This design comes from an exercise in tuning for small area, a short achievable clock period and few clock cycles per item on the open sky130 flow, not from production work.
Only simulation tests tie the RTL to the original design; equivalence was not proved.

--- run.sh ---
#!/bin/bash
# synth_recipe.tcl (not shown) runs the flow's synth.tcl, then flattens the netlist and writes it again
# the make line also repeats each setting of config.mk as NAME=value (left out here)
make -C /OpenROAD-flow-scripts/flow DESIGN_CONFIG=/design/flow/config.mk WORK_HOME=/design/flow/orfs CLKGATE_MAP_FILE= SYNTH_SCRIPT=/design/flow/synth_recipe.tcl finish
--- config.mk ---
export PLATFORM = sky130hd
export DESIGN_NAME = hue_px
export DESIGN_NICKNAME = hue_px
export VERILOG_FILES = /design/flow/design.v
export SDC_FILE = /design/flow/constraint.sdc
export NUM_CORES = 4
export LEC_CHECK = 0
export ABC_AREA = 1
export CAP_MARGIN = 20
export CORE_MARGIN = 2
export CORE_UTILIZATION = 65
export SLEW_MARGIN = 20
--- constraint.sdc ---
create_clock -name core_clock -period 16.0 [get_ports {clk}]
set_input_delay 3.2000 -clock core_clock [delete_from_list [all_inputs] [get_ports {clk}]]
set_output_delay 3.2000 -clock core_clock [all_outputs]
set_load 0.01 [all_outputs]
--- design.v ---
module hue_px (
    input  wire        clk,
    input  wire        rst,
    input  wire        in_valid,
    output wire        in_ready,
    input  wire [1:0]  in_op,
    input  wire [15:0] in_a,
    input  wire [15:0] in_b,
    input  wire [7:0]  in_c,
    input  wire [15:0] in_hue,
    output wire        out_valid,
    input  wire        out_ready,
    output wire [15:0] out_a,
    output wire [15:0] out_b,
    output wire [7:0]  out_c
);
    localparam NST = 9;                       
    function integer srows(input integer k);
        srows = (k < 2) ? 0 : (k == NST) ? 1 : 2;      
    endfunction
    function integer sdone(input integer k);
        integer i;
        begin sdone = 0; for (i = 1; i < k; i = i + 1) sdone = sdone + srows(i); end
    endfunction
    function integer hrows(input integer k);
        hrows = (k < 2) ? 0 : (k == 2) ? 1 : (k <= 7) ? 2 : (k == 8) ? 1 : 0;
    endfunction
    function integer hdone(input integer k);
        integer i;
        begin hdone = 0; for (i = 1; i < k; i = i + 1) hdone = hdone + hrows(i); end
    endfunction
    localparam HPOST = 9;                     
    reg  kv, rdy;                             
    wire en = !kv;
    assign in_ready = rdy;                
    reg        v0;
    reg [1:0]  op0;
    reg [7:0]  fr, fg, fc, fy, ft;
    always @(posedge clk) begin
        if (rst) v0 <= 1'b0;
        else if (en) v0 <= in_valid;
        if (en) begin
            op0 <= in_op;
            fr  <= in_a[7:0];
            fg  <= in_b[7:0];
            fc  <= in_c;
            fy  <= (in_op == 2'd2) ? in_hue[15:8] : in_a[15:8];
            ft  <= (in_op == 2'd2) ? in_hue[7:0]  : in_b[15:8];
        end
    end
    wire [7:0] pr = fr;
    wire [7:0] pg = fg;
    wire [7:0] pb = fc;
    wire r_ge_g = pr >= pg, r_ge_b = pr >= pb, g_ge_b = pg >= pb, b_ge_r = pb >= pr;
    wire mx_r = r_ge_g && r_ge_b;
    wire mx_g = !mx_r && g_ge_b;
    wire [7:0] mx = mx_r ? pr : (g_ge_b ? pg : pb);
    wire [7:0] mn = (!r_ge_g && !r_ge_b) ? pr : (!g_ge_b ? pg : pb);
    wire [7:0] d  = mx - mn;
    reg [1:0] base; reg neg; reg [7:0] e;
    always @(*) begin
        if (mx_r && g_ge_b)  begin base = 2'd0; neg = 1'b0;    e = pg - pb; end
        else if (mx_r)       begin base = 2'd3; neg = 1'b1;    e = pb - pg; end
        else if (mx_g)       begin base = 2'd1; neg = !b_ge_r; e = b_ge_r ? pb - pr : pr - pb; end
        else                 begin base = 2'd2; neg = !r_ge_g; e = r_ge_g ? pr - pg : pg - pr; end
    end
    wire [15:0] hsel = {fy, (op0 == 2'd2) ? ft : fr};
    reg  [4:0]  hn5;
    integer q;
    always @(*) begin
        hn5 = 5'd0;
        for (q = 1; q <= 17; q = q + 1)
            if (hsel >= q * 3840) hn5 = q;
    end
    reg [2:0]  sec;
    reg [15:0] hlo;
    always @(*) begin
        case (hn5)
            5'd0, 5'd6,  5'd12: sec = 3'd0;
            5'd1, 5'd7,  5'd13: sec = 3'd1;
            5'd2, 5'd8,  5'd14: sec = 3'd2;
            5'd3, 5'd9,  5'd15: sec = 3'd3;
            5'd4, 5'd10, 5'd16: sec = 3'd4;
            default:            sec = 3'd5;
        endcase
        hlo = hn5 * 16'd3840;
    end
    wire [15:0] ofs = hsel - hlo;                  
    wire [15:0] ofn = (hlo + 16'd3840) - hsel;     
    wire [11:0] u   = sec[0] ? ofs[11:0] : ofn[11:0];
    wire [8:0]  mn2  = {mn, 1'b0};
    wire        sbo  = mn2 < {1'b0, mx};
    wire        sq15 = mn2 <= {1'b0, mx};
    wire [7:0]  slo  = {1'b0, mx[7:1]} - d;
    wire [8:0]  ra   = {1'b0, mx} - mn2 - {8'b0, sbo};
    wire [7:0]  sr1  = sq15 ? ra[7:0] : {d[6:0], 1'b0};
    wire        is1 = (op0 == 2'd1);
    wire [23:0] A   = is1 ? fc * {ft, fg} : {16'b0, d};
    genvar k;
    generate for (k = 1; k <= NST; k = k + 1) begin : st
        reg        vv;
        reg [1:0]  opp, hb;
        reg        hg;
        reg [7:0]  smx, srem, hd, hrem;
        reg [15:0] snq;
        reg [3:0]  hn;
        reg [11:0] hq;
        reg [9:0]  xa;                          
        wire       pv;
        wire [1:0] pop;
        if (k == 1) begin : f
            assign pv = v0; assign pop = op0;
        end else begin : n
            assign pv = st[k-1].vv; assign pop = st[k-1].opp;
        end
        wire isdiv = (pop[0] == pop[1]);       
        wire pis1  = pop[0];                    
        reg [1:0]  nhb;
        reg        nhg;
        reg [7:0]  nsmx, nsrem, nhd, nhrem;
        reg [15:0] nsnq;
        reg [3:0]  nhn;
        reg [11:0] nhq;
        if (k == 1) begin : c1
            always @(*) begin
                nsmx = is1 ? fc : mx; nhd = d; nhrem = e; {nhg, nhb} = isdiv ? {neg, base} : sec;
                nsnq = isdiv ? {{7{sbo}}, slo, sq15} : A[15:0]; nsrem = isdiv ? sr1 : A[23:16]; nhq = u; nhn = 4'd0;
            end
        end else begin : cd
            wire [7:0]  pmx = st[k-1].smx;
            wire [7:0]  pd  = st[k-1].hd;
            reg [7:0]  sr, hr;
            reg [15:0] sq;
            reg [3:0]  hnb;
            reg [11:0] hqb;
            reg [8:0]  t;
            reg [9:0]  df;
            reg [11:0] e15;
            reg [23:0] ns;
            integer j;
            always @(*) begin
                if (k == 2) begin
                    ns  = 24'd0;
                    sr  = st[k-1].srem; sq = st[k-1].snq;
                    e15 = {st[k-1].hrem, 4'b0} - {4'b0, st[k-1].hrem};       
                    hr  = e15[11:4]; hnb = e15[3:0]; hqb = 12'd0;
                end else begin
                    ns = 24'd0; e15 = 12'd0;
                    sr = st[k-1].srem; sq = st[k-1].snq;
                    hr = st[k-1].hrem; hnb = st[k-1].hn; hqb = st[k-1].hq;
                end
                for (j = 0; j < srows(k); j = j + 1) begin
                    t  = {sr, sq[15]};
                    df = {1'b0, t} - {2'b0, pmx};
                    sq = {sq[14:0], !df[9]};
                    sr = df[9] ? t[7:0] : df[7:0];
                end
                for (j = 0; j < hrows(k); j = j + 1) begin
                    t   = {hr, hnb[3]};
                    df  = {1'b0, t} - {2'b0, pd};
                    hnb = {hnb[2:0], 1'b0};
                    hqb = {hqb[10:0], !df[9]};
                    hr  = df[9] ? t[7:0] : df[7:0];
                end
            end
            if (k == HPOST) begin : hp
                wire [14:0] b3840 = {st[k-1].hb, 1'b0} * 15'd3840;
                reg [14:0] Q; reg [7:0] R;
                always @(*) begin
                    if (!st[k-1].hg)  begin Q = b3840 + {3'b0, hqb};         R = hr; end
                    else if (hr == 8'd0) begin Q = b3840 - {3'b0, hqb};      R = 8'd0; end
                    else              begin Q = b3840 - {3'b0, hqb} - 15'd1; R = pd - hr; end
                end
                wire        dz = (pd == 8'd0);
                wire [15:0] H  = dz ? 16'd0 : {1'b0, Q} + {15'b0, ({R, 1'b0} >= {1'b0, pd})};
                wire [8:0]  bk = dz ? 9'd0 : ((Q[14:6] > 9'd359) ? 9'd359 : Q[14:6]);
                wire [15:0] hres = pop[0] ? {7'b0, bk} : H;
                always @(*) begin
                    nsmx = pmx;
                    nsrem = isdiv ? sr : st[k-1].srem; nsnq = isdiv ? sq : st[k-1].snq;
                    nhd = pd; nhb = 2'd0; nhg = 1'b0; nhn = 4'd0;
                    nhq = hres[11:0]; nhrem = {4'b0, hres[15:12]};
                end
            end else if (k > HPOST) begin : ha
                always @(*) begin
                    nsmx = pmx;
                    nsrem = isdiv ? sr : st[k-1].srem; nsnq = isdiv ? sq : st[k-1].snq;
                    nhd = pd; nhb = 2'd0; nhg = 1'b0; nhn = 4'd0;
                    nhq = st[k-1].hq; nhrem = st[k-1].hrem;
                end
            end else if (k == 2) begin : c2
                wire [23:0] a2 = {st[k-1].srem, st[k-1].snq};
                wire [11:0] uu = st[k-1].hq;
                wire [30:0] PL = a2 * uu[5:0] + (pis1 ? 31'd125827199 : 31'd1919);
                wire [29:0] PH = a2 * uu[11:6];
                wire [16:0] hl2 = {9'b0, a2[23:16]} + {1'b0, a2[15:0]};
                wire [7:0]  vz  = pmx - a2[23:16];
                wire [1:0]  zd  = {1'b0, (hl2 >= 17'd32768)};
                wire [7:0]  zc  = pis1 ? vz - {6'b0, zd} : pmx - pd;
                always @(*) begin
                    nsmx = pmx; nhb = st[k-1].hb; nhg = st[k-1].hg;
                    if (isdiv) begin
                        nsrem = sr; nsnq = sq; nhrem = hr; nhn = hnb; nhq = hqb; nhd = pd;
                    end else begin
                        {nsrem, nsnq, nhn} = {PL[30:6], 3'b0};
                        {nhq, nhd} = PH[29:10];
                        nhrem = zc;
                    end
                end
                always @(posedge clk) if (en) xa <= PH[9:0];
            end else if (k == 3) begin : c3
                wire [29:0] PH  = {st[k-1].hq, st[k-1].hd, st[k-1].xa};
                wire [24:0] PLh = {st[k-1].srem, st[k-1].snq, st[k-1].hn[3]};
                wire [29:0] P6  = PH + {5'b0, PLh};            
                wire [27:0] X   = P6[29:2];
                wire [11:0] xhi = X[27:16];
                wire [16:0] hl  = xhi + X[15:0];
                wire        cy  = pis1 && (hl >= 17'd65535);
                wire [11:0] Y   = pis1 ? xhi : X[11:0];
                always @(*) begin
                    nsmx = pmx; nhd = pd; nhn = (hdone(k) + hrows(k) >= 4) ? 4'd0 : hnb;
                    nhb = st[k-1].hb; nhg = st[k-1].hg;
                    nhq = hqb;
                    if (isdiv) begin
                        nsrem = sr; nsnq = sq; nhrem = hr;
                    end else begin
                        nsrem = sr; nsnq = {3'b0, cy, Y}; nhrem = st[k-1].hrem;
                    end
                end
            end else if (k == 4) begin : c4
                wire [12:0] Y1  = {1'b0, st[k-1].snq[11:0]} + {12'b0, st[k-1].snq[12]} + 13'd1;
                wire [28:0] Yk  = Y1 * 16'd4369;
                always @(*) begin
                    nsmx = pmx; nhd = pd; nhn = (hdone(k) + hrows(k) >= 4) ? 4'd0 : hnb; nhq = hqb;
                    nhb = st[k-1].hb; nhg = st[k-1].hg;
                    if (isdiv) begin nsrem = sr; nsnq = sq; nhrem = hr; end
                    else begin nsrem = sr; nsnq = {8'b0, Yk[23:16]}; nhrem = st[k-1].hrem; end
                end
            end else if (k == 5) begin : c5
                wire [7:0]  bv  = pmx;
                wire [7:0]  z   = st[k-1].hrem;
                wire [7:0]  xch = bv - st[k-1].snq[7:0];
                reg [7:0] cr, cg, cb;
                always @(*) begin
                    case ({st[k-1].hg, st[k-1].hb})
                        3'd0:    begin cr = bv;  cg = xch; cb = z;   end
                        3'd1:    begin cr = xch; cg = bv;  cb = z;   end
                        3'd2:    begin cr = z;   cg = bv;  cb = xch; end
                        3'd3:    begin cr = z;   cg = xch; cb = bv;  end
                        3'd4:    begin cr = xch; cg = z;   cb = bv;  end
                        default: begin cr = bv;  cg = z;   cb = xch; end
                    endcase
                    nsmx = pmx; nhd = pd; nhn = (hdone(k) + hrows(k) >= 4) ? 4'd0 : hnb; nhrem = hr; nhq = hqb;
                    nhb = st[k-1].hb; nhg = st[k-1].hg;
                    if (isdiv) begin nsrem = sr; nsnq = sq; end
                    else begin nsrem = cb; nsnq = {cr, cg}; end
                end
            end else begin : cn
                always @(*) begin
                    nsmx = pmx; nhd = pd; nhn = (hdone(k) + hrows(k) >= 4) ? 4'd0 : hnb; nhrem = hr; nhq = hqb;
                    nhb = st[k-1].hb; nhg = st[k-1].hg;
                    if (isdiv) begin nsrem = sr; nsnq = sq; end
                    else begin nsrem = st[k-1].srem; nsnq = st[k-1].snq; end
                end
            end
        end
        always @(posedge clk) begin
            if (rst) vv <= 1'b0;
            else if (en) vv <= pv;
            if (en) begin
                opp <= pop; smx <= nsmx; srem <= nsrem; snq <= nsnq;
                hd <= nhd; hrem <= nhrem; hn <= nhn; hq <= nhq; hb <= nhb; hg <= nhg;
            end
        end
    end endgenerate
    wire [1:0]  lop = st[NST].opp;
    wire [15:0] S   = (st[NST].smx == 8'd0) ? 16'd0 : st[NST].snq;
    wire [15:0] hres = {st[NST].hrem[3:0], st[NST].hq};
    reg  [39:0] x;
    always @(*) begin
        case (lop)
            2'd0:    x = {hres, S, st[NST].smx};
            2'd3:    x = {hres, 24'd0};
            default: x = {8'b0, st[NST].snq[15:8], 8'b0, st[NST].snq[7:0], st[NST].srem};
        endcase
    end
    wire xv = st[NST].vv;
    reg        ov;
    reg [39:0] od, kd;
    reg        kv_n;
    always @(*) begin
        if (kv)                    kv_n = !out_ready;
        else if (!ov || out_ready) kv_n = 1'b0;
        else                       kv_n = xv;
    end
    always @(posedge clk) begin
        if (rst) begin
            ov  <= 1'b0;
            kv  <= 1'b0;
            rdy <= 1'b1;
        end else begin
            kv  <= kv_n;
            rdy <= !kv_n;
            if (!kv && (!ov || out_ready)) ov <= xv;
        end
        if (kv) begin
            if (out_ready) od <= kd;
        end else if (!ov || out_ready) begin
            od <= x;
        end else begin
            kd <= x;
        end
    end
    assign out_valid = ov;
    assign out_a = od[39:24];
    assign out_b = od[23:8];
    assign out_c = od[7:0];
endmodule
==> results of run 1 <==
state kept, by name, indices dropped and copies added (netlist names), 9 cells and up:
register and flops:
st.hq 83, st.xa 10, st.hrem 68, st.vv 9, st.opp 18, st.hb 16, kd 40, st.srem 72
od 40, st.hd 64, st.smx 72, st.snq 144
cell type report:
| class | count | share of cell area [%] |
|---|---|---|
| clock buffer | 89 | 3.031 |
| clock inverter | 50 | 0.8827 |
| inverter | 1260 | 7.281 |
| multi-input combinational | 4977 | 52.60 |
| sequential | 694 | 31.83 |
| tap | 1243 | 2.390 |
| timing repair buffer | 134 | 1.979 |
through the flow:
step | area (um2) | setup slack (ns) | cells | util [%]
floorplan | 60390 | 7.114 | 7118 | -
global placement | 62480 | 9.777 | 8307 | 68.06
detailed placement | 62480 | 9.714 | 8307 | 68.06
CTS | 65030 | 9.689 | 8446 | 70.84
global route | 65060 | 9.047 | 8447 | 70.87
finish | 65060 | 9.564 | 8447 | 70.87
synth_stat cells, drive strengths merged, types with 8 or more instances:
master  count
nor3       54
nand4      38
o21a       33
dfxtp      13
o21bai     39
or2        34
a21oi     464
inv      1254
a31oi      46
xnor2      86
a221oi     12
a211oi     10
and2       10
fa        332
xor2      181
nor2      436
ha        602
o211ai     44
buf        34
o21ai     542
o31ai      22
a21boi     10
o221ai     22
clkbuf    153
mux2       17
edfxtp    681
nor4        8
nand2    1619
a21o       16
nand3     216
o22ai      28
nand3b     17
final timing paths:
check                                            from                       to  slack [ns]  cells past startpoint
worst min-delay path            st[5].hb[1]$_DFFE_PN_    st[6].hb[1]$_DFFE_PN_        0.41                      0
worst max-delay path                  fc[7]$_DFFE_PN_  st[1].srem[6]$_DFFE_PN_        9.56                     24
worst max register to register        fc[7]$_DFFE_PN_  st[1].srem[6]$_DFFE_PN_        9.56                     24
worst min register to register  st[5].hb[1]$_DFFE_PN_    st[6].hb[1]$_DFFE_PN_        0.41                      0
cells by family (layout without fill, tap and decap cells):
logic type	count (synthesis)	after routing	share of synthesized area, %
AOI/OAI and AO/OA	1318	1318	12.26
xor gates and xnor gates	267	267	3.885
adders and majority gates	934	934	23.48
buffers and inverters	1447	1533	9.071
DFF	694	694	34.30
muxes	20	20	0.3667
and+or+nand+nor	2438	2438	16.64
metal layers:
| metal | vias up | part of all wire (%) |
|---|---|---|
| met5 | - | 0.0052 |
| met3 | 403 | 6.6 |
| met4 | 2 | 4.6 |
| met2 | 1611 | 49 |
| li1 | 23420 | - |
| met1 | 22960 | 39 |
==> summary.txt, run 1 <==
- Post-CTS resize count: 0
- Final hold viol count: 0
- CTS sink count: 694
- Worst-path cell chain: inv_1 -> ha_1 -> nand2_1 -> inv_1 -> a221oi_1 -> nand3_2 -> o211ai_1 -> o21ai_0 -> ha_1 -> a21oi_1 -> o31a_1 -> o211ai_1 -> a21oi_2 -> ha_1 -> fa_1 -> a21oi_1 -> or2_2 -> a21oi_1 -> nor2_1 -> nor2_1 -> xor2_1 -> nand2_1 -> nand3_1 -> nand2_1
- FP Rows: 111
- Layout cells sized above 1: 3.901%
- Area grow syn2layout: 7.741%
- Most frequent cells in the layout: nand2_1 (1597), inv_1 (1240), edfxtp_1 (681)
- Antenna violations before repair: 1
- Deepest clock path buffer count: 3
- Die ar.: 0.09536 mm2
- # setup viols final: 0
- Buf+Inv Stages, Crit Path: 2
- First-pass GRT wire length: 246.1 mm
- Required time of the critical path: 16.39 ns
- Yosys top cell area share: 33.86%
- Area leader, netlist: edfxtp_1
- Hold_ws: 0.4107 ns
- CP max stage cell: edfxtp_1
- Starting Density: 65.78%
- CP peak stage delay: 0.77 ns
- Wire per inst: 18.06 um
- H-Tree Depth: 3
- Skew final: 0.03324 ns
- Met3 Track Usage GR: 4.830%
- Root Buffer: clkbuf_16
- Post-Syn Area: 0.06039 mm2
- DP Wirelength: 120.0 mm
- Met2 Use GR: 57.61%
- CTS tree: built
- Critical path class: register to register
- Peak Freq: 155.4 MHz
- Pin count of the biggest net entering global routing: 163
- Min-delay worst type: register to register
- Routed WL: 152.6 mm
- GR Layer Usage met1: 39.46%
- N_diodes: 0
- Footprint of the multi-input gates: 0.03423 mm2
- Post-route minimum period: 6.436 ns
- Outcome: complete, no violations
- Final-layout fill cell count: 7171
- Syn. warnings: 1
- Detail Route Antenna Nets: 0
- CP arrival: 6.83 ns
- Commonest non-fill, non-tap cell in the layout: nand2_1
- Crit end category: register
- GR peak layer: met2
- RSZ-0062 raised after global routing: no
- Final RePlAce weighted congestion: 0.9759
- Seq/Total Area, Yosys: 34.30%
- Vias in the first global route: 48040
- Clock latency (worst-skew pair): 0.66 ns
- Max capacitance violation total: 0
- Asr flop ratio synth: 0%
- Syn Area/Cell: 8.484 um2
- Via count: 48390
- IO Count: 104
- Synth top area cells: edfxtp_1 (34%), ha_1 (12%), fa_1 (11%)
- Setup TNS: 0 ns
- Post-synth cell types: 68
- Post-synthesis register bit count: 694
- GRT Util Overall: 32.53%
- Nets@finish: 8140
- Die outline height: 308.8 um
- Total grt overflow: 0
- Final period util: 40.22%
- Slew Viols, Final: 0
- Sequential cell area: 0.02071 mm2
- Top Family by Delay on Critical Path: compound AO/OA/AOI/OAI gates
- # DRC: 0
- Relative slew slack: 25.47%
- Number of CTS-inserted buffers: 77
- First-pass DRT Iterations: 9
- Clock slew at reported path FFs: 0.06 ns
- Syn Inst Count: 7118
- Setup crit start kind: register
- Core area: 0.09180 mm2
- Critical path fanouts, max: 35
- Vias per cell: 5.729
- Post-synth net total: 8114
- Slew of the pin with the lowest slew margin: 1.118 ns
- Post-CTS Setup Bufs: 0
- Die width: 308.8 um
- Most common flop cell mapped by yosys: edfxtp_1
- Cts-stage hold buffer count: 0
- Iter 0 DRT Violations: 3779
- PortBufs: 103
- EDFF count, synth: 681
Testbench counts, summed over its fixed seeds: cycles 9,688, items 9,600.
==> run 2, diff against run 1 <==
--- a/config.mk
+++ b/config.mk
@@ -9,4 +9,4 @@
 export CAP_MARGIN = 20
 export CORE_MARGIN = 2
-export CORE_UTILIZATION = 65
+export CORE_UTILIZATION = 70
 export SLEW_MARGIN = 20
==> summary.txt, run 2 <==
- Outcome: complete, no violations
- Adder-cell share of the synthesized area: 23.48% (unchanged)
- Slew Viols, Final: 0 (unchanged)
- CP arrival: 6.61 ns (-0.22 ns)
- Required time of the critical path: 16.36 ns (-0.03 ns)
- First-pass DRT Iterations: 6 (-3)
- Top Family by Delay on Critical Path: compound AO/OA/AOI/OAI gates
- Iter 0 DRT Violations: 4310 (+14%)
- Setup TNS: 0 ns (unchanged)
- Detail Route Antenna Nets: 0 (unchanged)
- Die width: 297.7 um (-3.6%)
- Buf+Inv Stages, Crit Path: 3 (+1)
- Die ar.: 0.08863 mm2 (-7.1%)
- CP max stage cell: edfxtp_1
- Post-synthesis mux area share: 0.3667% (unchanged)
- Antenna violations before repair: 1 (unchanged)
- Syn Area/Cell: 8.484 um2 (unchanged)
- Simple-gate share of the synthesized area: 16.64% (unchanged)
- Root Buffer: clkbuf_16
- Layout cells sized above 1: 3.914% (+0.013 points)
- FP Rows: 107 (-3.6%)
- Syn Inst Count: 7118 (unchanged)
- Hold Crit Start: st[5].hq[0]$_DFFE_PN_
- Die outline height: 297.7 um (-3.6%)
- Starting Density: 70.81% (+5.0 points)
- Post-CTS Setup Bufs: 0 (unchanged)
- Post-Syn Area: 0.06039 mm2 (unchanged)
- Skew final: 0.02120 ns (-0.01204 ns)
- Most common flop cell mapped by yosys: edfxtp_1
- Area leader, netlist: edfxtp_1
- Relative slew slack: 22.93% (-2.5 points)
- Post-synthesis register bit count: 694 (unchanged)
- Peak Freq: 160.1 MHz (+3.0%)
- Setup crit start: fc[7]$_DFFE_PN_
- Critical path class: register to register
- Nets@finish: 8138 (-0.025%)
- Crit end category: register
- CTS tree: built
- Final hold viol count: 0 (unchanged)
- Routed WL: 157.5 mm (+3.3%)
- EDFF count, synth: 681 (unchanged)
- DP Wirelength: 121.2 mm (+0.99%)
- Worst reg2reg path startpoint: fc[7]$_DFFE_PN_
- GRT Util Overall: 35.75% (+3.2 points)
- Via count: 49530 (+2.3%)
- CP peak stage delay: 0.79 ns (+0.02 ns)
- Final RePlAce weighted congestion: 0.9834 (+0.77%)
- Max FFs per register: 144 (unchanged)
- Core area: 0.08528 mm2 (-7.1%)
- Largest family of logic cells by synthesized area: adder cells
- Regs by FF count: st.snq x144, st.hq x83
- H-Tree Depth: 3 (unchanged)
- Compound-Gate Fraction of Synth Area: 12.26% (unchanged)
- Max capacitance violation total: 0 (unchanged)
- Post-route minimum period: 6.247 ns (-0.1887 ns)
- Commonest non-fill, non-tap cell in the layout: nand2_1
- Yosys top cell area share: 33.86% (unchanged)
- Slew of the pin with the lowest slew margin: 1.156 ns (+0.03811 ns)
- Count leader, synth: nand2_1
- Min-delay worst type: register to register
- IO Count: 104 (unchanged)
- Pin count of the biggest net entering global routing: 182 (+12%)
- Total grt overflow: 0 (unchanged)
- RSZ-0062 raised after global routing: no
- # DRC: 0 (unchanged)
- Placed cells: 8204 (-1.2%)
- Syn. warnings: 1 (unchanged)
- Critical path fanouts, max: 35 (unchanged)
- Most used cell along the critical path: nand2_1
- Post-CTS resize count: 0 (unchanged)
- Synth cell count leaders: nand2_1 (1597), inv_1 (1240), edfxtp_1 (681)
- Deepest clock path buffer count: 3 (unchanged)
- Post-synth net total: 8114 (unchanged)
- Clock latency (worst-skew pair): 0.64 ns (-0.02 ns)
- N_diodes: 0 (unchanged)
- Asr flop ratio synth: 0% (unchanged)
- Seq/Total Area, Yosys: 34.30% (unchanged)
- Synth top area cells: edfxtp_1 (34%), ha_1 (12%), fa_1 (11%)
- Clock slew at reported path FFs: 0.06 ns (about the same)
- Post-Layout Cell Count: 8349 (-1.2%)
- First-pass GRT wire length: 254.8 mm (+3.5%)
- Number of CTS-inserted buffers: 77 (unchanged)
- CTS sink count: 694 (unchanged)
- Area grow syn2layout: 7.517%
- Vias per cell: 5.932 (+3.5%)
- Vias in the first global route: 50120 (+4.3%)
- Wire per inst: 18.87 um (+4.5%)
- Post-synth cell types: 68 (unchanged)
- Setup crit start kind: register
- # setup viols final: 0 (unchanged)
- PortBufs: 103 (unchanged)
- Synth Area in XOR/XNOR: 3.885% (unchanged)
- Largest Register: st.snq
- Cts-stage hold buffer count: 0 (unchanged)
- Final period util: 39.05% (-1.2 points)
- Most frequent cells in the layout: nand2_1 (1597), inv_1 (1240), edfxtp_1 (681)
run 2: cell count changes in the layout (fill, tap and decap cells not counted), moves of 2 or more:
cell	before	now
buf_4	29	24
bufinv_16	10	5
clkbuf_1	12	16
clkinv_1	20	16
buf_12	0	3
clkbuf_8	0	3
clkinv_2	12	15
clkinvlp_4	6	3
inv_6	2	5
clkbuf_16	77	79
inv_16	2	0
run 2: through the flow:
stage / hold slack, ns / cell area [um2] / util [%] / setup WS (ns)
floorplan: 0.4003 / 60390 / - / 7.114
global placement: 0.4006 / 62350 / 73.12 / 9.930
detailed placement: 0.4054 / 62350 / 73.12 / 9.882
CTS: 0.4193 / 64870 / 76.06 / 9.853
global route: 0.4244 / 64930 / 76.13 / 9.090
finish: 0.4183 / 64930 / 76.13 / 9.753
run 2: metal layers:
layer	GRT usage [%]	share of wire (%)	wire length [um]
met5	0	0.0083	13
met4	17.98	5.5	8714
met3	6.096	7.6	12030
met2	61.80	49	76680
met1	43.21	38	60090
run 2: cells by family (layout without fill, tap and decap cells):
kind of cell	count (synthesis)	in the layout
buffers and inverters	1447	1534
adder cells (fa/ha/maj)	934	934
AND/OR/NAND/NOR	2438	2438
AO/OA/AOI/OAI	1318	1318
multiplexers	20	20
XOR/XNOR	267	267
flip-flops	694	694
run 2: area by class of cell:
type	instances	area [um2]
Sequential cell	694	20710
Multi-Input combinational cell	4977	34230
Fill cell	6011	20350
Clock inverter	44	434.2
Inverter	1260	4737
Clock buffer	98	2078
Tap cell	1144	1431
Timing Repair Buffer	132	1310
run 2: path summary, 6_finish.rpt:
| check | to | slack [ns] | depth (start not counted) |
|---|---|---|---|
| max | st[1].srem[6]$_DFFE_PN_ | 9.75 | 26 |
| min | st[6].hq[2]$_DFFE_PN_ | 0.42 | 0 |
| max reg2reg | st[1].srem[6]$_DFFE_PN_ | 9.75 | 26 |
| min reg2reg | st[6].hq[2]$_DFFE_PN_ | 0.42 | 0 |
run 2: worst register-to-register path: stages (launching register included):
cell	delay, ns
edfxtp_1	0.79
inv_1	0.24
ha_1	0.42
nand2_1	0.13
inv_1	0.05
a221oi_1	0.35
nand3_2	0.62
nand2_1	0.22
o211ai_1	0.10
o21ai_0	0.26
inv_1	0.15
ha_1	0.44
a21oi_1	0.11
o31a_1	0.26
o211ai_1	0.31
a21oi_2	0.09
ha_1	0.23
fa_1	0.40
a21oi_1	0.15
or2_2	0.14
a21oi_1	0.07
nor2_1	0.08
nor2_1	0.05
xor2_1	0.12
nand2_1	0.07
nand3_1	0.09
nand2_1	0.05
==> run 3, diff against run 2 <==
--- a/design.v
+++ b/design.v
@@ -15,7 +15,7 @@
     output wire [7:0]  out_c
 );
-    localparam NST = 9;                       
+    localparam NST = 8;                       
     function integer srows(input integer k);
-        srows = (k < 2) ? 0 : (k == NST) ? 1 : 2;      
+        srows = (k < 2) ? 0 : 2;                       
     endfunction
     function integer sdone(input integer k);
@@ -24,5 +24,5 @@
     endfunction
     function integer hrows(input integer k);
-        hrows = (k < 2) ? 0 : (k == 2) ? 1 : (k <= 7) ? 2 : (k == 8) ? 1 : 0;
+        hrows = (k < 2 || k > 7) ? 0 : 2;
     endfunction
     function integer hdone(input integer k);
@@ -30,5 +30,5 @@
         begin hdone = 0; for (i = 1; i < k; i = i + 1) hdone = hdone + hrows(i); end
     endfunction
-    localparam HPOST = 9;                     
+    localparam HPOST = 8;                     
     reg  kv, rdy;                             
     wire en = !kv;
@@ -37,4 +37,5 @@
     reg [1:0]  op0;
     reg [7:0]  fr, fg, fc, fy, ft;
+    reg        frg, frb, fgb, fbr;           
     always @(posedge clk) begin
         if (rst) v0 <= 1'b0;
@@ -47,4 +48,8 @@
             fy  <= (in_op == 2'd2) ? in_hue[15:8] : in_a[15:8];
             ft  <= (in_op == 2'd2) ? in_hue[7:0]  : in_b[15:8];
+            frg <= in_a[7:0] >= in_b[7:0];
+            frb <= in_a[7:0] >= in_c;
+            fgb <= in_b[7:0] >= in_c;
+            fbr <= in_c >= in_a[7:0];
         end
     end
@@ -52,5 +57,5 @@
     wire [7:0] pg = fg;
     wire [7:0] pb = fc;
-    wire r_ge_g = pr >= pg, r_ge_b = pr >= pb, g_ge_b = pg >= pb, b_ge_r = pb >= pr;
+    wire r_ge_g = frg, r_ge_b = frb, g_ge_b = fgb, b_ge_r = fbr;
     wire mx_r = r_ge_g && r_ge_b;
     wire mx_g = !mx_r && g_ge_b;
@@ -89,10 +94,14 @@
     wire [15:0] ofn = (hlo + 16'd3840) - hsel;     
     wire [11:0] u   = sec[0] ? ofs[11:0] : ofn[11:0];
-    wire [8:0]  mn2  = {mn, 1'b0};
-    wire        sbo  = mn2 < {1'b0, mx};
-    wire        sq15 = mn2 <= {1'b0, mx};
+    wire        sbo  = {mn, 1'b0} < {1'b0, mx};
     wire [7:0]  slo  = {1'b0, mx[7:1]} - d;
-    wire [8:0]  ra   = {1'b0, mx} - mn2 - {8'b0, sbo};
-    wire [7:0]  sr1  = sq15 ? ra[7:0] : {d[6:0], 1'b0};
+    wire [10:0] m4   = {1'b0, mn, 1'b0, sbo};
+    wire [10:0] mx1x = {3'b0, mx};
+    wire [10:0] mx2x = {2'b0, mx, 1'b0};
+    wire [10:0] mx4x = {1'b0, mx, 2'b0};
+    wire [10:0] c0 = mx4x - m4, c1 = mx2x + mx1x - m4, c2 = mx2x - m4, c3 = mx1x - m4;
+    wire [1:0]  sqq  = !c3[10] ? 2'd3 : !c2[10] ? 2'd2 : !c1[10] ? 2'd1 : 2'd0;
+    wire [7:0]  sr2  = !c3[10] ? c3[7:0] : !c2[10] ? c2[7:0] : !c1[10] ? c1[7:0] : c0[7:0];
+    wire [11:0] e15  = {e, 4'b0} - {4'b0, e};
     wire        is1 = (op0 == 2'd1);
     wire [23:0] A   = is1 ? fc * {ft, fg} : {16'b0, d};
@@ -124,6 +133,7 @@
         if (k == 1) begin : c1
             always @(*) begin
-                nsmx = is1 ? fc : mx; nhd = d; nhrem = e; {nhg, nhb} = isdiv ? {neg, base} : sec;
-                nsnq = isdiv ? {{7{sbo}}, slo, sq15} : A[15:0]; nsrem = isdiv ? sr1 : A[23:16]; nhq = u; nhn = 4'd0;
+                nsmx = is1 ? fc : mx; nhd = d; nhrem = e15[11:4]; {nhg, nhb} = isdiv ? {neg, base} : sec;
+                nsnq = isdiv ? {{6{sbo}}, slo, sqq} : A[15:0]; nsrem = isdiv ? sr2 : A[23:16];
+                nhq = isdiv ? 12'd0 : u; nhn = isdiv ? e15[3:0] : 4'd0;
             end
         end else begin : cd
@@ -136,18 +146,8 @@
             reg [8:0]  t;
             reg [9:0]  df;
-            reg [11:0] e15;
-            reg [23:0] ns;
             integer j;
             always @(*) begin
-                if (k == 2) begin
-                    ns  = 24'd0;
-                    sr  = st[k-1].srem; sq = st[k-1].snq;
-                    e15 = {st[k-1].hrem, 4'b0} - {4'b0, st[k-1].hrem};       
-                    hr  = e15[11:4]; hnb = e15[3:0]; hqb = 12'd0;
-                end else begin
-                    ns = 24'd0; e15 = 12'd0;
-                    sr = st[k-1].srem; sq = st[k-1].snq;
-                    hr = st[k-1].hrem; hnb = st[k-1].hn; hqb = st[k-1].hq;
-                end
+                sr = st[k-1].srem; sq = st[k-1].snq;
+                hr = st[k-1].hrem; hnb = st[k-1].hn; hqb = st[k-1].hq;
                 for (j = 0; j < srows(k); j = j + 1) begin
                     t  = {sr, sq[15]};
--- a/config.mk
+++ b/config.mk
@@ -9,4 +9,4 @@
 export CAP_MARGIN = 20
 export CORE_MARGIN = 2
-export CORE_UTILIZATION = 70
+export CORE_UTILIZATION = 65
 export SLEW_MARGIN = 20
==> summary.txt, run 3 <==
- Starting Density: 65.62% (-5.2 points)
- Max FFs per register: 128 (-11%)
- Most common flop cell mapped by yosys: edfxtp_1
- PortBufs: 103 (unchanged)
- Synth top area cells: edfxtp_1 (31%), ha_1 (13%), fa_1 (11%)
- Final RePlAce weighted congestion: 1.023 (+4.1%)
- Slew of the pin with the lowest slew margin: 1.116 ns (-0.03984 ns)
- CTS tree: built
- Setup crit start kind: register
- Final period util: 35.71% (-3.3 points)
- Outcome: complete, no violations
- Wire per inst: 18.65 um (-1.2%)
- Total grt overflow: 0 (unchanged)
- Post-route minimum period: 5.713 ns (-0.5342 ns)
- Cts-stage hold buffer count: 0 (unchanged)
- Pin count of the biggest net entering global routing: 177 (-2.7%)
- Antenna violations before repair: 1 (unchanged)
- Vias in the first global route: 48920 (-2.4%)
- RSZ-0062 raised after global routing: no
- Final hold viol count: 0 (unchanged)
- Footprint of the multi-input gates: 0.03547 mm2 (+3.6%)
- H-Tree Depth: 3 (unchanged)
- IO Count: 104 (unchanged)
- Syn. warnings: 1 (unchanged)
- Syn Inst Count: 7307 (+2.7%)
- Iter 0 DRT Violations: 4679 (+8.6%)
- Sequential cell area: 0.01907 mm2 (-7.9%)
- Post-CTS resize count: 0 (unchanged)
- First-pass GRT wire length: 256.9 mm (+0.83%)
- Nets@finish: 8357 (+2.7%)
- Most frequent cells in the layout: nand2_1 (1646), inv_1 (1268), ha_1 (634)
- # setup viols final: 0 (unchanged)
- Setup TNS: 0 ns (unchanged)
- Critical path class: register to register
- Die ar.: 0.09498 mm2 (+7.2%)
- Clock slew at reported path FFs: 0.05 ns (about the same)
- FP Rows: 111 (+3.7%)
- Slew Viols, Final: 0 (unchanged)
- Post-synth cell types: 74 (+8.8%)
- Critical path fanouts, max: 20 (-43%)
- Area grow syn2layout: 7.248%
- Final-layout fill cell count: 7413 (+23%)
- GRT Util Overall: 34.26% (-1.5 points)
- Routed WL: 159.8 mm (+1.5%)
- Vias per cell: 5.787 (-2.4%)
- Area leader, netlist: edfxtp_1
- Die outline height: 308.2 um (+3.5%)
- Relative slew slack: 25.59% (+2.7 points)
- Die width: 308.2 um (+3.5%)
- Post-synth net total: 8339 (+2.8%)
- Dpl cell area: 0.06218 mm2 (-0.28%)
- Post-Layout Cell Count: 8570 (+2.6%)
- Syn Area/Cell: 8.231 um2 (-3.0%)
- EDFF count, synth: 627 (-7.9%)
- Placed cells: 8434 (+2.8%)
- Commonest non-fill, non-tap cell in the layout: nand2_1
- Layout cells sized above 1: 3.928% (+0.014 points)
- Post-route cell area: 0.06450 mm2 (-0.65%)
- Post-synthesis register bit count: 639 (-7.9%)
- Required time of the critical path: 16.38 ns (+0.02 ns)
- Max capacitance violation total: 0 (unchanged)
- Post-CTS Setup Bufs: 0 (unchanged)
- Number of CTS-inserted buffers: 74 (-3.9%)
- Crit end category: register
- First-pass DRT Iterations: 8 (+2)
- Deepest clock path buffer count: 3 (unchanged)
- Post-Syn Area: 0.06015 mm2 (-0.40%)
- Largest Register: st.snq
- Asr flop ratio synth: 0% (unchanged)
- Synth cell count leaders: nand2_1 (1646), inv_1 (1268), ha_1 (634)
- CP arrival: 6.10 ns (-0.51 ns)
- Count leader, synth: nand2_1
- Core Util, Final: 70.37% (-5.8 points)
- Clock latency (worst-skew pair): 0.64 ns (about the same)
- Skew final: 0.02470 ns (+0.003499 ns)
- DP Wirelength: 124.9 mm (+3.0%)
- Min-delay worst type: register to register
- Core area: 0.09166 mm2 (+7.5%)
- Root Buffer: clkbuf_16
- Via count: 49600 (+0.14%)
- Yosys top cell area share: 31.30% (-2.6 points)
- # DRC: 0 (unchanged)
- Seq/Total Area, Yosys: 31.70% (-2.6 points)
- Detail Route Antenna Nets: 0 (unchanged)
- Peak Freq: 175.0 MHz (+9.4%)
- CTS sink count: 639 (-7.9%)
- Regs by FF count: st.snq x128, st.hq x76
## run 3: changes by cell type after synthesis, sizes merged, moves of 19 or more
cell	delta
a21oi	+20
inv	+32
or2	+19
ha	+32
nor2	+33
edfxtp	-54
nand2	+51
nand3	+22
## run 3: layout make-up
| class | count | area share [%] |
|---|---|---|
| multi-input combinational | 5183 | 54.99 |
| tap | 1186 | 2.300 |
| antenna | 1 | 0.003879 |
| clock buffer | 93 | 3.061 |
| inverter | 1292 | 7.534 |
| sequential | 639 | 29.56 |
| timing repair buffer | 135 | 2.033 |
| clock inverter | 41 | 0.5140 |
## run 3: metal layers
metal	track usage, %	wire [um]
met4	19.05	9871
met3	4.233	10800
met5	0	13
met2	57.94	75910
met1	42.72	63230
## run 3: cells by family after synthesis
| kind of cell | share of synthesized area [%] |
|---|---|
| AOI/OAI and AO/OA | 12.54 |
| muxes | 0.4410 |
| buffers and inverters | 9.361 |
| and+or+nand+nor | 17.76 |
| xor gates and xnor gates | 3.815 |
| DFF | 31.70 |
| adders and majority gates | 24.37 |
## run 3: critical path, stage by stage, from the launching register on
cell and delay (ns):
edfxtp_1 1.01, inv_1 0.28, o211ai_1 0.24, o21ai_0 0.37, ha_1 0.52, nand2_1 0.14, o21ai_0 0.20, o21a_1 0.13
nor2_1 0.04, nand2_2 0.17, inv_1 0.12, ha_1 0.25, inv_1 0.09, ha_1 0.19, inv_1 0.08, fa_1 0.40
nor2_1 0.12, a211oi_1 0.06, or2_2 0.29, nand2_1 0.07, a21oi_1 0.07, xor2_1 0.14, o21ai_0 0.14, o21ai_0 0.10
inv_1 0.06, nand2_1 0.05, nand2_1 0.06, nand2_1 0.05
## run 3: path summary, 6_finish.rpt
path,depth (start not counted),to,startpoint,slack [ns]
max,27,st[1].srem[7]$_DFFE_PN_,fc[3]$_DFFE_PN_,10.29
min,0,st[6].hq[3]$_DFFE_PN_,st[5].hq[1]$_DFFE_PN_,0.41
max reg2reg,27,st[1].srem[7]$_DFFE_PN_,fc[3]$_DFFE_PN_,10.29
min reg2reg,0,st[6].hq[3]$_DFFE_PN_,st[5].hq[1]$_DFFE_PN_,0.41
## run 3: per-stage QoR
| stage | worst slack, ns | hold WS, ns |
|---|---|---|
| detailed placement | 10.37 | 0.4045 |
| global placement | 10.51 | 0.4011 |
| global route | 9.906 | 0.4218 |
| floorplan | 7.868 | 0.4003 |
| finish | 10.29 | 0.4102 |
| CTS | 10.37 | 0.4123 |
Testbench counts of run 3, summed over its fixed seeds: cycles 9,680, items 9,600.
==> run 4, diff against run 3 <==
--- a/config.mk
+++ b/config.mk
@@ -10,3 +10,4 @@
 export CORE_MARGIN = 2
 export CORE_UTILIZATION = 65
+export PLACE_DENSITY = 0.8
 export SLEW_MARGIN = 20
==> summary.txt, run 4 <==
- Peak Freq: 169.7 MHz (-3.1%)
- # DRC: 0 (unchanged)
- Relative slew slack: 18.90% (-6.7 points)
- N_diodes: 0 (-1)
- Deepest clock path buffer count: 3 (unchanged)
- Worst reg2reg path startpoint: frg$_DFFE_PN_
- DP Wirelength: 128.7 mm (+3.0%)
- Post-synthesis register bit count: 639 (unchanged)
- Outcome: complete, no violations
- Post-route cell area: 0.06458 mm2 (+0.12%)
- Vias in the first global route: 48850 (-0.15%)
- Syn Inst Count: 7307 (unchanged)
- Max FFs per register: 128 (unchanged)
- PortBufs: 103 (unchanged)
- CP arrival: 6.23 ns (+0.13 ns)
- Hold Crit Start: st[6].hq[7]$_DFFE_PN_
- Die outline height: 308.2 um (unchanged)
- Post-synth cell types: 74 (unchanged)
- Layout cells sized above 1: 3.980% (+0.052 points)
- Critical path fanouts, max: 14 (-30%)
- Skew final: 0.02248 ns (-0.002219 ns)
- H-Tree Depth: 3 (unchanged)
- Min-delay worst type: register to register
- Root Buffer: clkbuf_16
- Pin count of the biggest net entering global routing: 182 (+2.8%)
- Setup crit start: frg$_DFFE_PN_
- Yosys top cell area share: 31.30% (unchanged)
- Post-route minimum period: 5.893 ns (+0.1800 ns)
- Synth top area cells: edfxtp_1 (31%), ha_1 (13%), fa_1 (11%)
- Buf+Inv Stages, Crit Path: 5 (unchanged)
- Count leader, synth: nand2_1
- Post-Syn Area: 0.06015 mm2 (unchanged)
- Seq/Total Area, Yosys: 31.70% (unchanged)
- Core Util, Final: 70.46% (+0.085 points)
- Setup crit start kind: register
- Slew of the pin with the lowest slew margin: 1.217 ns (+0.1003 ns)
- Top Family by Delay on Critical Path: compound AO/OA/AOI/OAI gates
- IO Count: 104 (unchanged)
- Iter 0 DRT Violations: 4354 (-6.9%)
- Final hold viol count: 0 (unchanged)
- Asr flop ratio synth: 0% (unchanged)
- Wire per inst: 19.03 um (+2.0%)
- Hold Path End: st[7].hq[9]$_DFFE_PN_
- Post-CTS resize count: 0 (unchanged)
- Post-synth net total: 8339 (unchanged)
- Max capacitance violation total: 0 (unchanged)
- Placed cells: 8437 (+0.036%)
- Syn Area/Cell: 8.231 um2 (unchanged)
- Via count: 49760 (+0.33%)
- Detail Route Antenna Nets: 0 (unchanged)
- Hold_ws: 0.4131 ns (+0.002900 ns)
- Vias per cell: 5.804 (+0.30%)
- EDFF count, synth: 627 (unchanged)
- Die width: 308.2 um (unchanged)
- Area leader, netlist: edfxtp_1
- Antenna violations before repair: 0 (-1)
- Reg2reg setup slack: 10.11 ns (-0.18 ns)
- Total grt overflow: 0 (unchanged)
- RSZ-0062 raised after global routing: no
- Post-CTS Setup Bufs: 0 (unchanged)
- Regs by FF count: st.snq x128, st.hq x76
- CP max stage cell: or2_0
- # setup viols final: 0 (unchanged)
- GRT Util Overall: 34.73% (+0.47 points)
- Final period util: 36.83% (+1.1 points)
- Required time of the critical path: 16.33 ns (-0.05 ns)
- Commonest non-fill, non-tap cell in the layout: nand2_1
- Setup TNS: 0 ns (unchanged)
- First-pass GRT wire length: 258.8 mm (+0.76%)
- Die ar.: 0.09498 mm2 (unchanged)
- Area grow syn2layout: 7.377%
- Most common flop cell mapped by yosys: edfxtp_1
- FP Rows: 111 (unchanged)
- Reg2reg end: st[1].snq[1]$_DFFE_PN_
- Largest Register: st.snq
- Setup WS post-layout: 10.11 ns (-0.1800 ns)
- Syn. warnings: 1 (unchanged)
- Clock slew at reported path FFs: 0.06 ns (about the same)
- Most frequent cells in the layout: nand2_1 (1646), inv_1 (1268), ha_1 (634)
- Dpl cell area: 0.06221 mm2 (about the same)
- Post-Layout Cell Count: 8573 (+0.035%)
- Nets@finish: 8360 (+0.036%)
- CTS tree: built
- Core area: 0.09166 mm2 (unchanged)
- Hold Path Cell Cnt: 0 (unchanged)
- Slew Viols, Final: 0 (unchanged)
- Synth cell count leaders: nand2_1 (1646), inv_1 (1268), ha_1 (634)
- Crit end category: register
- Most used cell along the critical path: o21ai_0
- CTS sink count: 639 (unchanged)
- First-pass DRT Iterations: 5 (-3)
- Worst r2r path cells: 24 (-11%)
- Starting Density: 65.62% (unchanged)
- Clock latency (worst-skew pair): 0.65 ns (about the same)
- Routed WL: 163.1 mm (+2.1%)
- Number of CTS-inserted buffers: 74 (unchanged)
- Cts-stage hold buffer count: 0 (unchanged)
- Critical path class: register to register
- Pre-CTS setup slack: 10.34 ns (-0.03130 ns)
- Worst-path cell chain: or2_0 -> inv_1 -> o21ai_0 -> inv_1 -> ha_1 -> a21oi_1 -> o21ai_0 -> o21a_1 -> nor2_1 -> nand2_2 -> inv_1 -> ha_1 -> ha_1 -> o21ai_0 -> nand2_1 -> nand2_1 -> a21oi_1 -> nor2_1 -> o21a_1 -> o21ai_0 -> buf_4 -> inv_1 -> o21ai_0 -> o211ai_1
- Final RePlAce weighted congestion: 0.9915 (-3.1%)
- CP peak stage delay: 0.74 ns (-0.27 ns)
[run 4: how the worst max path moves through the flow]
stage / to / slack (ns) / depth (start not counted)
2_1_floorplan: fbr$_DFFE_PN_ / 7.87 / 3
3_3_place_gp: st[1].snq[1]$_DFFE_PN_ / 10.41 / 24
5_1_grt: st[1].snq[1]$_DFFE_PN_ / 9.61 / 24
6_report: st[1].snq[1]$_DFFE_PN_ / 10.11 / 24
3_5_place_dp: st[2].snq[12]$_DFFE_PN_ / 10.34 / 17
4_1_cts: st[1].snq[1]$_DFFE_PN_ / 10.31 / 24
[run 4: kinds of logic after synthesis]
kind of cell / count (synthesis) / synth area share (%)
and+or+nand+nor: 2580 / 17.76
buffers and inverters: 1485 / 9.361
AOI/OAI and AO/OA: 1347 / 12.54
adders and majority gates: 970 / 24.37
DFF: 639 / 31.70
xor gates and xnor gates: 262 / 3.815
muxes: 24 / 0.4410
[run 4: layer usage]
layer	up-vias	wire [um]	global-route usage, %
met5	-	0	0
met4	0	8122	16.39
met3	402	11960	5.222
met2	1906	77900	59.05
met1	23470	65150	43.58
li1	23980	-	-
[run 4: layout make-up]
class | count | area (um2)
clock inverters | 39 | 364.1
multi-input cells | 5183 | 35470
well taps | 1186 | 1484
flip-flops and latches | 639 | 19070
clock buffers | 96 | 2007
repair buffers | 138 | 1331
fillers | 7187 | 27080
inverters | 1292 | 4860
==> run 5, diff against run 4 <==
--- a/config.mk
+++ b/config.mk
@@ -9,5 +9,5 @@
 export CAP_MARGIN = 20
 export CORE_MARGIN = 2
-export CORE_UTILIZATION = 65
-export PLACE_DENSITY = 0.8
+export CORE_UTILIZATION = 55
+export PLACE_DENSITY = 0.7
 export SLEW_MARGIN = 20
==> summary.txt, run 5 <==
- Post-CTS Setup Bufs: 0 (unchanged)
- Min-delay worst type: register to register
- Critical path class: register to register
- Iter 0 DRT Violations: 3951 (-9.3%)
- # DRC: 0 (unchanged)
- PortBufs: 103 (unchanged)
- Die outline height: 334.7 um (+8.6%)
- Worst r2r path cells: 17 (-29%)
- Asr flop ratio synth: 0% (unchanged)
- Via count: 49170 (-1.2%)
- Most frequent cells in the layout: nand2_1 (1646), inv_1 (1268), ha_1 (634)
- CP max stage cell: edfxtp_1
- Critical path fanouts, max: 25 (+11)
- Layout cells sized above 1: 4.074% (+0.094 points)
- H-Tree Depth: 3 (unchanged)
- Slew of the pin with the lowest slew margin: 1.132 ns (-0.08499 ns)
- Number of CTS-inserted buffers: 77 (+4.1%)
- Setup TNS: 0 ns (unchanged)
- Max capacitance violation total: 0 (unchanged)
- Final-layout fill cell count: 9700 (+35%)
- Final RePlAce weighted congestion: 0.9923 (about the same)
- Post-synth cell types: 74 (unchanged)
- Setup WS post-layout: 10.17 ns (+0.06150 ns)
- Peak Freq: 171.5 MHz (+1.1%)
- Area leader, netlist: edfxtp_1
- DP Wirelength: 128.2 mm (-0.36%)
- Die ar.: 0.1120 mm2 (+18%)
- Root Buffer: clkbuf_16
- Count leader, synth: nand2_1
- RSZ-0062 raised after global routing: no
- Post-CTS resize count: 0 (unchanged)
- Yosys top cell area share: 31.30% (unchanged)
- Skew final: 0.03776 ns (+0.01528 ns)
- Final period util: 36.45% (-0.38 points)
- Wire per inst: 18.54 um (-2.6%)
- Final hold viol count: 0 (unchanged)
- Pin count of the biggest net entering global routing: 181 (-0.55%)
- Required time of the critical path: 16.44 ns (+0.11 ns)
- Largest Register: st.snq
- Footprint of the multi-input gates: 0.03547 mm2 (unchanged)
- Buf+Inv Stages, Crit Path: 2 (-3)
- Worst reg2reg path startpoint: st[1].hq[1]$_SDFFCE_PP0N_
- Slew Viols, Final: 0 (unchanged)
- Post-route minimum period: 5.832 ns (-0.06150 ns)
- CTS sink count: 639 (unchanged)
- Syn. warnings: 1 (unchanged)
- Starting Density: 55.33% (-10 points)
- Total grt overflow: 0 (unchanged)
- Clock latency (worst-skew pair): 0.69 ns (+0.04 ns)
- Most used cell along the critical path: fa_1
- Reg2reg end: st[2].snq[12]$_DFFE_PN_
- Relative slew slack: 24.57% (+5.7 points)
- Synth top area cells: edfxtp_1 (31%), ha_1 (13%), fa_1 (11%)
- Vias in the first global route: 48100 (-1.5%)
- First-pass GRT wire length: 259.7 mm (+0.34%)
- GRT Util Overall: 29.38% (-5.3 points)
- Area grow syn2layout: 8.059%
- Die width: 334.7 um (+8.6%)
- Cts-stage hold buffer count: 0 (unchanged)
- Detail Route Antenna Nets: 0 (unchanged)
- Worst Setup EP: st[2].snq[12]$_DFFE_PN_
- EDFF count, synth: 627 (unchanged)
- Worst-path cell chain: nand2_1 -> fa_1 -> inv_1 -> fa_1 -> fa_1 -> fa_1 -> ha_1 -> a21o_1 -> a31oi_1 -> o211ai_1 -> a21oi_1 -> inv_1 -> a21oi_1 -> o21ai_0 -> or2_2 -> nand3_1 -> nand2_1
- IO Count: 104 (unchanged)
- Top Family by Delay on Critical Path: adder cells
- Vias per cell: 5.585 (-3.8%)
- Antenna violations before repair: 2 (+2)
- Outcome: complete, no violations
- First-pass DRT Iterations: 6 (+1)
- Regs by FF count: st.snq x128, st.hq x76
- Seq/Total Area, Yosys: 31.70% (unchanged)
- CTS tree: built
- Reg2reg setup slack: 10.17 ns (+0.06 ns)
- Post-synthesis register bit count: 639 (unchanged)
- Setup crit start: st[1].hq[1]$_SDFFCE_PP0N_
- Syn Inst Count: 7307 (unchanged)
- Syn Area/Cell: 8.231 um2 (unchanged)
- Post-synth net total: 8339 (unchanged)
- Post-Syn Area: 0.06015 mm2 (unchanged)
- Commonest non-fill, non-tap cell in the layout: nand2_1
- # setup viols final: 0 (unchanged)
- N_diodes: 0 (unchanged)
- WP depth: 17 (-29%)
- Deepest clock path buffer count: 3 (unchanged)
- Sequential cell area: 0.01907 mm2 (unchanged)
- Max FFs per register: 128 (unchanged)
- Nets@finish: 8363 (+0.036%)
- Crit end category: register
- Routed WL: 163.2 mm (about the same)
- Pre-CTS setup slack: 10.27 ns (-0.07150 ns)
- Clock slew at reported path FFs: 0.06 ns (about the same)
- Most common flop cell mapped by yosys: edfxtp_1
- Setup crit start kind: register
- CP arrival: 6.27 ns (+0.04 ns)
- CP peak stage delay: 1.05 ns (+0.31 ns)
- Core area: 0.1087 mm2 (+19%)
- Synth cell count leaders: nand2_1 (1646), inv_1 (1268), ha_1 (634)
- FP Rows: 121 (+9.0%)
-- run 5: cell counts after synthesis --
Identical to the previous run, type by type.
-- run 5: final cells by class --
cell class	instances	area share, %
Multi-Input combinational cell	5183	54.57
Sequential cell	639	29.34
Inverter	1292	7.477
Clock buffer	90	3.040
Tap cell	1414	2.722
Timing Repair Buffer	138	2.029
Clock inverter	47	0.8201
-- run 5: worst min-delay path by stage --
| stage | start | to | slack [ns] | cells past startpoint |
|---|---|---|---|---|
| after CTS | st[2].hg$_DFFE_PN_ | st[3].hg$_DFFE_PN_ | 0.41 | 0 |
| after detailed placement | st[2].hb[1]$_DFFE_PN_ | st[3].hb[1]$_DFFE_PN_ | 0.40 | 0 |
| after global placement | st[4].hq[5]$_DFFE_PN_ | st[5].hq[7]$_DFFE_PN_ | 0.40 | 0 |
| after global routing | st[1].hb[1]$_DFFE_PN_ | st[2].hb[1]$_DFFE_PN_ | 0.42 | 0 |
| final | st[2].hg$_DFFE_PN_ | st[3].hg$_DFFE_PN_ | 0.41 | 0 |
| after floorplan | st[1].hb[0]$_DFFE_PN_ | st[2].hb[0]$_DFFE_PN_ | 0.40 | 0 |
-- run 5: cell families (layout without fill, tap and decap cells) --
group / count (synthesis) / in the layout / synth area share (%)
AO/OA/AOI/OAI: 1347 / 1347 / 12.54
XOR/XNOR: 262 / 262 / 3.815
adder cells (fa/ha/maj): 970 / 970 / 24.37
buffers and inverters: 1485 / 1567 / 9.361
flip-flops: 639 / 639 / 31.70
multiplexers: 24 / 24 / 0.4410
AND/OR/NAND/NOR: 2580 / 2580 / 17.76
-- run 5: worst register-to-register path, cell delays in order, from the launching register on --
cell	delay [ns]
edfxtp_1	1.05
nand2_1	0.19
fa_1	0.54
inv_1	0.05
fa_1	0.46
fa_1	0.52
fa_1	0.50
ha_1	0.38
a21o_1	0.24
a31oi_1	0.22
o211ai_1	0.22
a21oi_1	0.32
inv_1	0.12
a21oi_1	0.23
o21ai_0	0.13
or2_2	0.28
nand3_1	0.06
nand2_1	0.08
-- run 5: per-layer routing --
metal / vias to the layer above / share of wire (%) / GRT usage, %
met3: 323 / 6.5 / 4.129
met5: - / 0.0074 / 0
met1: 23310 / 42 / 38.22
met2: 1586 / 48 / 49.92
li1: 23950 / - / -
met4: 2 / 3.9 / 10.90
-- run 5: stage by stage --
stage          cell area [um2]  hold slack [ns]  std cells  utilization (%)
3_5_place_dp             62480           0.4045       8666            57.48
3_3_place_gp             62460           0.4014       8665            57.46
4_1_cts                  64990           0.4080       8803            59.79
2_1_floorplan            60150           0.4003       7307                -
6_report                 64990           0.4073       8803            59.79
5_1_grt                  64990           0.4176       8803            59.79

==> separate check: timing with driven ports <==
Ports are ideal in the flow. The routed layouts listed here were re-timed in OpenROAD.
Step 1: set_driving_cell puts a clkbuf_16 on clk and a buf_2 on each other input, an assumption about the parent block.
Step 2 moves the port delays by t, midway between the first and last clock arrival at a register: inputs arrive t later, outputs are due t later. That takes back most of the time a late clock gives input paths.
Three values: ideal, step 1, step 2; two values: the first two.
run	t, ns	setup WS [ns]	latest minus earliest clock arrival (ns)	slew at the worst register clock pin (ns)
run 1	0.724	9.564 / 9.564 / 9.564	0.036 / 0.035	0.07 / 0.07
run 2	0.698	9.753 / 9.753 / 9.753	0.024 / 0.024	0.06 / 0.06
run 3	0.708	10.287 / 10.287 / 10.287	0.028 / 0.028	0.07 / 0.07
run 4	0.706	10.107 / 10.107 / 10.107	0.031 / 0.031	0.06 / 0.06
run 5	0.740	10.168 / 10.168 / 10.168	0.042 / 0.042	0.06 / 0.06
After both steps setup and hold are still met in every run listed.
